This design comes from an exercise in tuning for small area, a short achievable clock period and few clock cycles on the open sky130 flow, not from production work.
Function was checked by simulation only, so behaviour that the tests miss may differ from the original.
No activity file was given, so power comes from the tool's default toggle rates.

job 7129:
==> flow/design.v (excerpt) <==
module dot_core (
    input  wire        clk,
    input  wire        rst,           
    input  wire        op_valid,
    output wire        op_ready,
    input  wire [4:0]  op,
    input  wire [7:0]  arg_x,         
    input  wire [7:0]  arg_y,         
    input  wire        arg_state,
    input  wire [7:0]  arg_width,
    input  wire [7:0]  arg_height,
    input  wire [7:0]  arg_rows,      
    input  wire [7:0]  arg_addr,
    input  wire [7:0]  arg_data,
    input  wire [15:0] arg_level,     
    input  wire [7:0]  arg_button,
    input  wire [15:0] arg_fps,
    output wire        done,
    output reg         refused,
    output wire [31:0] result,
    output wire [7:0]  spr_addr,
    input  wire [7:0]  spr_data,
    input  wire        in_left,
    input  wire        in_right,
    input  wire [31:0] now_ms,
    output reg         din,
    output reg         sclk,
    output reg         cs_n
);
Size in the first run: about 2300 cells after synthesis, about 270 flip-flops, roughly 190 I/O pins, ~17000 µm² of cells after synthesis.
clock: 30.0 ns
lec_check: 0
abc_area: 1
cap_margin: 20
core_margin: 2
core_utilization: 65
cts_buf_list: sky130_fd_sc_hd__clkbuf_16
cts_cluster_diameter: 80
cts_cluster_size: 30
place_density: 0.8
slew_margin: 70
standard.sh (not shown) runs the stock make flow with config.mk's settings and CLKGATE_MAP_FILE= SYNTH_SCRIPT=/design/flow/synth_recipe.tcl, a recipe that flattens the netlist after the stock synthesis.
==> flow/flow/run.sh <==
#!/bin/bash
# The standard layout, with a plain buffer cell on every input and output
# port in place of the delay cell that buffer_ports picks by default.
set -euo pipefail
export BUFFER_PORTS_ARGS="-buffer_cell sky130_fd_sc_hd__buf_1"
bash standard.sh > standard.log 2>&1
Job 7129 went all the way through the flow, and no timing, DRC or antenna check failed.
Testbench counts of job 7129, summed over its fixed seeds: cycles 109,762.
#### Input delta (job 4296 over job 7129)
- SLEW_MARGIN changed from 70 to 45
- CORE_UTILIZATION changed from 65 to 60
- PLACE_DENSITY changed from 0.8 to 0.75
### Flow results
The lower total non-filler cell area in the finished layout came out of job 4296. For job 7129, the launching instance or port of the critical path was now_ms[0], unlike job 4296, where it was op[4]. Job 7129 → job 4296: number of non-clock buffers decreased 17, global-route wire length before repair increased 590 µm, final cell count increased about 1.1%. Job 4296 vs job 7129, number of tap cells added at floorplan went up by about 15%. Compared with job 7129, job 4296 shows via count lower by 168. In job 4296, endpoint arrival time on the critical path is higher than in job 7129.
What job 6146 does differently from job 4296 at the input level:
- CTS_CLUSTER_SIZE now 24, was 30
- SLEW_MARGIN now 75, was 45
- PLACE_DENSITY now 0.7, was 0.75
- CORE_UTILIZATION now 55, was 60
Results
- No run among job 4296 and job 6146 stopped early or left any final violation; all are clean.
- Job 4296 → job 6146: clock insertion delay at the later pin of the skew report now sits at about the same level, leakage power up 0.25 nW.
- [compare] base=job 4296 new=job 6146: total global routing track utilization went down by 1.8 points, minimum setup slack in the final design went up by 0.33 ns.


Setup of oak:
dot_core again, from the RTL that the note above started with.
## dot_core
module dot_core (
    input  wire        clk,
    input  wire        rst,           
    input  wire        op_valid,
    output wire        op_ready,
    input  wire [4:0]  op,
    input  wire [7:0]  arg_x,         
    input  wire [7:0]  arg_y,         
    input  wire        arg_state,
    input  wire [7:0]  arg_width,
    input  wire [7:0]  arg_height,
    input  wire [7:0]  arg_rows,      
    input  wire [7:0]  arg_addr,
    input  wire [7:0]  arg_data,
    input  wire [15:0] arg_level,     
    input  wire [7:0]  arg_button,
    input  wire [15:0] arg_fps,
    output wire        done,
    output reg         refused,
    output wire [31:0] result,
    output wire [7:0]  spr_addr,
    input  wire [7:0]  spr_data,
    input  wire        in_left,
    input  wire        in_right,
    input  wire [31:0] now_ms,
    output reg         din,
    output reg         sclk,
    output reg         cs_n
);
Settings: LEC_CHECK=0, ABC_AREA=1, CAP_MARGIN=20, CORE_MARGIN=2, CORE_UTILIZATION=60, CTS_BUF_LIST=sky130_fd_sc_hd__clkbuf_16, CTS_CLUSTER_DIAMETER=80, CTS_CLUSTER_SIZE=30, PLACE_DENSITY=0.75, SLEW_MARGIN=70; clock period 30.0 ns.
Scripts as last shown in full above: flow/flow/run.sh
oak has completed all stages; timing, DRC and antenna checks passed.
Testbench counts of oak, summed over its fixed seeds: cycles 109,762.
## Diff of input files: pine against oak
- changing SLEW_MARGIN from 70 to 60
==> comparison <==
- Of pine and oak, it is pine that has the lower area after detailed placement.
- Looking at period utilization, pine sits 0.50 points above oak.
- Proportion of cell area occupied by multi-input gates (higher): pine
- The met1 usage of pine falls short of that of oak by 0.60 points.
- Against oak, pine reports a first-pass GRT wire length that is lower.
- pine did not stop at any stage, and its layout met the timing, design-rule and antenna checks.
- Utilization oak -> pine: down
- Average instance area after synthesis: oak vs pine identical

[static timing again, ports no longer ideal]
Ports are ideal in the flow. The routed layouts listed here were re-timed in OpenROAD. Step 1, drivers: a clkbuf_16 drives clk and a buf_2 each remaining input, both assumed. Step 2 times the ports against the registers' clock, not the clock port: input delays grow and output delays shrink by t, the midpoint of the rising clock arrivals with the driver on. Three values: no drivers, after step 1, after step 2; two values: the first two.
run | t (ns) | setup slack, ns | latest minus earliest clock arrival (ns) | slew at the worst register clock pin (ns)
job 7129 | 0.548 | 22.556 / 22.580 / 22.032 | 0.018 / 0.018 | 0.11 / 0.11
job 4296 | 0.567 | 22.280 / 22.311 / 21.745 | 0.048 / 0.049 | 0.12 / 0.12
job 6146 | 0.574 | 22.606 / 22.637 / 22.063 | 0.024 / 0.024 | 0.10 / 0.10
oak | 0.575 | 22.601 / 22.610 / 22.060 | 0.026 / 0.027 | 0.12 / 0.12
pine | 0.565 | 22.450 / 22.487 / 21.922 | 0.020 / 0.020 | 0.12 / 0.12
After both steps every run listed still meets setup and hold. For job 6146, which loses most, drivers alone change the setup slack by +0.031 ns; drivers and shift together by -0.543 ns.
